Background: an optimization exercise with open tools, aiming at small area. Do not read the settings as production practice. At most, simulation tests tie the RTL to the original design; equivalence was not proved. Power figures rest on the tool's default switching activity, not on a simulated workload. No driver is modelled on the clock port, so clocking that relies on it looks cheaper here than on a real chip.

==> run K <==
==> flow/design.v (excerpt) <==
module e1_realign (
    input  wire        clk,
    input  wire        rst,         
    input  wire        set_valid,   
    input  wire [15:0] set_nbits,
    input  wire        in_valid,
    input  wire [7:0]  in_byte,
    output reg         out_valid,
    output reg  [7:0]  out_byte
);
==> module e1_realign, before the edit <==
module e1_realign (
    input  wire        clk,
    input  wire        rst,         
    input  wire        set_valid,   
    input  wire [15:0] set_nbits,
    input  wire        in_valid,
    input  wire [7:0]  in_byte,
    output reg         out_valid,
    output reg  [7:0]  out_byte
);
    reg [7:0]   offset;             
    reg [4:0]   zl;                 
    wire clr = rst | set_valid;
    reg  [3:0]  c4;                 
    reg  [1:0]  c2_n;               
    reg         c1;                 
    wire [7:0]  u4_n, u2, u1_n;
    e1_realign_muxi8 m_u4 (.s(offset[2]), .a(in_byte), .b({c4,   in_byte[7:4]}), .y(u4_n));
    e1_realign_muxi8 m_u2 (.s(offset[1]), .a(u4_n),    .b({c2_n, u4_n[7:2]}),    .y(u2));
    e1_realign_muxi8 m_u1 (.s(offset[0]), .a(u2),      .b({c1,   u2[7:1]}),      .y(u1_n));
    reg  [127:0] s16_n;             
    reg  [63:0]  s8;                
    reg  [31:0]  s4_n;              
    reg  [15:0]  s2;                
    reg  [7:0]   s1_n;              
    wire [7:0]  v16, v8_n, v4, v2_n, v1;
    e1_realign_muxi8 m_v16 (.s(offset[7]), .a(u1_n), .b(s16_n[127:120]), .y(v16));
    e1_realign_muxi8 m_v8  (.s(offset[6]), .a(v16),  .b(s8[63:56]),      .y(v8_n));
    e1_realign_muxi8 m_v4  (.s(offset[5]), .a(v8_n), .b(s4_n[31:24]),    .y(v4));
    e1_realign_muxi8 m_v2  (.s(offset[4]), .a(v4),   .b(s2[15:8]),       .y(v2_n));
    e1_realign_muxi8 m_v1  (.s(offset[3]), .a(v2_n), .b(s1_n),           .y(v1));
    always @(posedge clk) begin
        out_valid <= in_valid & ~rst & ~set_valid;
        out_byte  <= (zl != 5'd0) ? 8'd0 : v1;
        if (in_valid) begin
            s16_n <= {s16_n[119:0], u1_n};
            s8    <= {s8[55:0],     v16};
            s4_n  <= {s4_n[23:0],   v8_n};
            s2    <= {s2[7:0],      v4};
            s1_n  <= v2_n;
        end
        if (clr) begin
            c4   <= 4'd0;
            c2_n <= 2'b11;
            c1   <= 1'b0;
        end else if (in_valid) begin
            c4   <= in_byte[3:0];
            c2_n <= u4_n[1:0];
            c1   <= u2[0];
        end
        if (rst) begin
            offset <= 8'd0;
            zl     <= 5'd0;
        end else if (set_valid) begin
            offset <= set_nbits[7:0];
            zl     <= set_nbits[7:3];
        end else if (in_valid && zl != 5'd0) begin
            zl     <= zl - 5'd1;
        end
    end
endmodule
Settings: LEC_CHECK=0, CAP_MARGIN=20, CORE_MARGIN=2, CORE_UTILIZATION=55, SLEW_MARGIN=20, SYNTH_HIERARCHICAL=1, SYNTH_MINIMUM_KEEP_SIZE=0; clock period 10.0 ns.
standard.sh (not shown) runs the stock make flow with config.mk's settings and CLKGATE_MAP_FILE= SYNTH_SCRIPT=/design/flow/synth_recipe.tcl, a recipe that flattens the netlist after the stock synthesis.
==> flow/flow/run.sh <==
#!/bin/bash
# The standard layout (the standard.sh) with two changes:
#  - ports are buffered with the smallest buffer, sky130_fd_sc_hd__buf_1;
#  - clock tree synthesis builds the tree from small clock buffers and adds
#    no dummy loads.
# Synthesis, floorplan, power grid, placement and routing are the standard ones.
set -euo pipefail
export BUFFER_PORTS_ARGS="-buffer_cell sky130_fd_sc_hd__buf_1"
export CTS_ARGS="-sink_clustering_enable -repair_clock_nets -dont_use_dummy_load -buf_list {sky130_fd_sc_hd__clkbuf_16} -sink_clustering_size 35 -sink_clustering_max_diameter 100 -root_buf sky130_fd_sc_hd__clkbuf_1 -tree_buf sky130_fd_sc_hd__clkbuf_1"
bash standard.sh finish > standard_make.log 2>&1
==> run C: changes against run K <==
--- a/flow/design.v
+++ b/flow/design.v
@@ -32,3 +32,3 @@
     always @(posedge clk) begin
-        out_valid <= in_valid & ~rst & ~set_valid;
+        out_valid <= in_valid & ~rst;
         out_byte  <= (zl != 5'd0) ? 8'd0 : v1;
--- a/flow/flow/run.sh
+++ b/flow/flow/run.sh
@@ -8,3 +8,3 @@
 export BUFFER_PORTS_ARGS="-buffer_cell sky130_fd_sc_hd__buf_1"
-export CTS_ARGS="-sink_clustering_enable -repair_clock_nets -dont_use_dummy_load -buf_list {sky130_fd_sc_hd__clkbuf_16} -sink_clustering_size 35 -sink_clustering_max_diameter 100 -root_buf sky130_fd_sc_hd__clkbuf_1 -tree_buf sky130_fd_sc_hd__clkbuf_1"
+export CTS_ARGS="-sink_clustering_enable -repair_clock_nets -dont_use_dummy_load -buf_list {sky130_fd_sc_hd__clkbuf_16} -sink_clustering_size 35 -sink_clustering_max_diameter 100"
 bash standard.sh finish > standard_make.log 2>&1
==> run Y: changes against run K <==
--- a/flow/design.v
+++ b/flow/design.v
@@ -31,2 +31,12 @@
     e1_realign_muxi8 m_v1  (.s(offset[3]), .a(v2_n), .b(s1_n),           .y(v1));
+    wire [127:0] s16_d;
+    wire [63:0]  s8_d;
+    wire [31:0]  s4_d;
+    wire [15:0]  s2_d;
+    wire [7:0]   s1_d;
+    e1_realign_hold #(128) h16 (.e(in_valid), .d({s16_n[119:0], u1_n}), .q(s16_n), .y(s16_d));
+    e1_realign_hold #(64)  h8  (.e(in_valid), .d({s8[55:0],     v16}),  .q(s8),    .y(s8_d));
+    e1_realign_hold #(32)  h4  (.e(in_valid), .d({s4_n[23:0],   v8_n}), .q(s4_n),  .y(s4_d));
+    e1_realign_hold #(16)  h2  (.e(in_valid), .d({s2[7:0],      v4}),   .q(s2),    .y(s2_d));
+    e1_realign_hold #(8)   h1  (.e(in_valid), .d(v2_n),                 .q(s1_n),  .y(s1_d));
     always @(posedge clk) begin
@@ -34,9 +44,7 @@
         out_byte  <= (zl != 5'd0) ? 8'd0 : v1;
-        if (in_valid) begin
-            s16_n <= {s16_n[119:0], u1_n};
-            s8    <= {s8[55:0],     v16};
-            s4_n  <= {s4_n[23:0],   v8_n};
-            s2    <= {s2[7:0],      v4};
-            s1_n  <= v2_n;
-        end
+        s16_n <= s16_d;
+        s8    <= s8_d;
+        s4_n  <= s4_d;
+        s2    <= s2_d;
+        s1_n  <= s1_d;
         if (clr) begin
@@ -69 +77,11 @@
 endmodule
+module e1_realign_hold #(
+    parameter W = 8
+) (
+    input  wire         e,
+    input  wire [W-1:0] d,
+    input  wire [W-1:0] q,
+    output wire [W-1:0] y
+);
+    assign y = e ? d : q;
+endmodule
==> flow/flow/run.sh (replaced) <==
#!/bin/bash
# The standard layout (the standard.sh) with these changes:
#  - after floorplanning, the combinational logic is re-mapped for area with
#    OpenROAD's restructure command (flow/restructure.tcl); flip-flops are
#    not touched;
#  - ports are buffered with the smallest buffer, sky130_fd_sc_hd__buf_1;
#  - after the placement resizer, logic gates are set to their smallest
#    drive strength (flow/downsize.tcl);
#  - clock tree synthesis uses sky130_fd_sc_hd__clkbuf_16 leaf buffers for
#    clusters of up to 35 flip-flops, small sky130_fd_sc_hd__clkbuf_4 buffers
#    above them, and adds no dummy loads.
# Synthesis (standard), power grid, placement and routing are the standard
# ones.  The make output goes to standard_make.log; each ORFS step keeps its
# own log under orfs/logs/.
set -euo pipefail
export POST_FLOORPLAN_TCL="$PWD/flow/restructure.tcl"
export BUFFER_PORTS_ARGS="-buffer_cell sky130_fd_sc_hd__buf_1"
export POST_RESIZE_TCL="$PWD/flow/downsize.tcl"
export CTS_ARGS="-sink_clustering_enable -repair_clock_nets -dont_use_dummy_load -buf_list {sky130_fd_sc_hd__clkbuf_16} -sink_clustering_size 35 -sink_clustering_max_diameter 100 -root_buf sky130_fd_sc_hd__clkbuf_4 -tree_buf sky130_fd_sc_hd__clkbuf_4"
bash standard.sh finish > standard_make.log 2>&1
==> flow/flow/downsize.tcl (new file) <==
# Sourced by ORFS after the placement resizer (POST_RESIZE_TCL).
# Synthesis maps some logic gates at more than the smallest drive strength.
# The design has several ns of setup slack, so every combinational gate that
# is not a buffer is set to the smallest drive strength of its own function;
# repair_design then fixes any slew or capacitance violation this causes.
# Flip-flops, buffers and clock cells are left as they are.
set n 0
foreach inst [get_cells *] {
  set m [get_property $inst ref_name]
  if { ![regexp {^(sky130_fd_sc_hd__\w+)_(2|4|6|8|12|16)$} $m -> base drv] } {
    continue
  }
  if { [string match *buf* $m] || [string match *df* $m] || [string match *clk* $m] } {
    continue
  }
  foreach d {0 1} {
    set lc [get_lib_cells -quiet ${base}_$d]
    if { [llength $lc] } {
      puts "downsize [get_full_name $inst]: $m -> ${base}_$d"
      replace_cell $inst $lc
      incr n
      break
    }
  }
}
puts "downsized $n instances"
estimate_parasitics -placement
repair_design
==> flow/flow/restructure.tcl (new file) <==
# Sourced by ORFS at the end of the floorplan step (POST_FLOORPLAN_TCL).
# Re-maps the combinational logic of the synthesized netlist for area with
# OpenROAD's restructure command (ABC); flip-flops and ports are not touched.
set lib_file [lindex $::env(LIB_FILES) 0]
set tielo_cell [lindex $::env(TIELO_CELL_AND_PORT) 0]
set tielo_lib [get_name [get_property [lindex [get_lib_cell $tielo_cell] 0] library]]
set tielo_pin $tielo_lib/$tielo_cell/[lindex $::env(TIELO_CELL_AND_PORT) 1]
set tiehi_cell [lindex $::env(TIEHI_CELL_AND_PORT) 0]
set tiehi_lib [get_name [get_property [lindex [get_lib_cell $tiehi_cell] 0] library]]
set tiehi_pin $tiehi_lib/$tiehi_cell/[lindex $::env(TIEHI_CELL_AND_PORT) 1]
set rmp_dir $::env(OBJECTS_DIR)/restructure
file mkdir $rmp_dir
puts "Design area before restructure:"
report_design_area
restructure -liberty_file $lib_file -target area \
  -tielo_port $tielo_pin -tiehi_port $tiehi_pin \
  -work_dir $rmp_dir -abc_logfile $::env(LOG_DIR)/2_1_restructure_abc.log
puts "Design area after restructure:"
report_design_area
CAP_MARGIN = 10   (was 20)
SLEW_MARGIN = 10   (was 20)
==> summary of the runs <==
Run K passed the timing, DRC and antenna checks. Run Y completed without violations. Run C passed the timing, DRC and antenna checks.
Of run Y and run C, run C has the higher setup slack (gap 0.55 ns).
Clock power, highest first: run C, run Y, run K.
Clock skew: run K > run Y > run C.
Cell count is the same in run K and run C.
Via count: run C < run K < run Y.
In run C the critical path depth is lower than in run Y, by 2.
Register-to-register slack is about the same in run C and run K.
The lowest non-clock buffer count belongs to run K, the highest to run Y.
In sequential power, run K and run C hardly differ.
The highest cell area belongs to run C, the lowest to run Y.
Function not checked in run Y: the RTL went through the layout flow alone.

==> re-timing with driven ports <==
Ports are ideal in the flow. The routed layouts listed here were re-timed in OpenROAD.
Step 1, drivers: a clkbuf_16 drives clk and a buf_2 each remaining input, both assumed.
Step 2 also shifts input and output timing later by t, the mid clock arrival at the registers, as if the neighbouring blocks saw the same clock.
Slacks: no drivers / after step 1 / after step 2; pairs: no drivers / after step 1.
run | shift t [ns] | slack for setup (ns) | latest minus earliest clock arrival (ns)
run K | 0.953 | 6.590 / 6.555 / 6.023 | 0.040 / 0.040
run C | 0.502 | 5.832 / 5.848 / 5.346 | 0.015 / 0.015
run Y | 0.615 | 5.281 / 5.296 / 4.681 | 0.035 / 0.036
After both steps setup and hold are still met in every run listed. For run Y, which loses most, drivers alone change the setup slack by +0.015 ns; drivers and shift together by -0.600 ns.
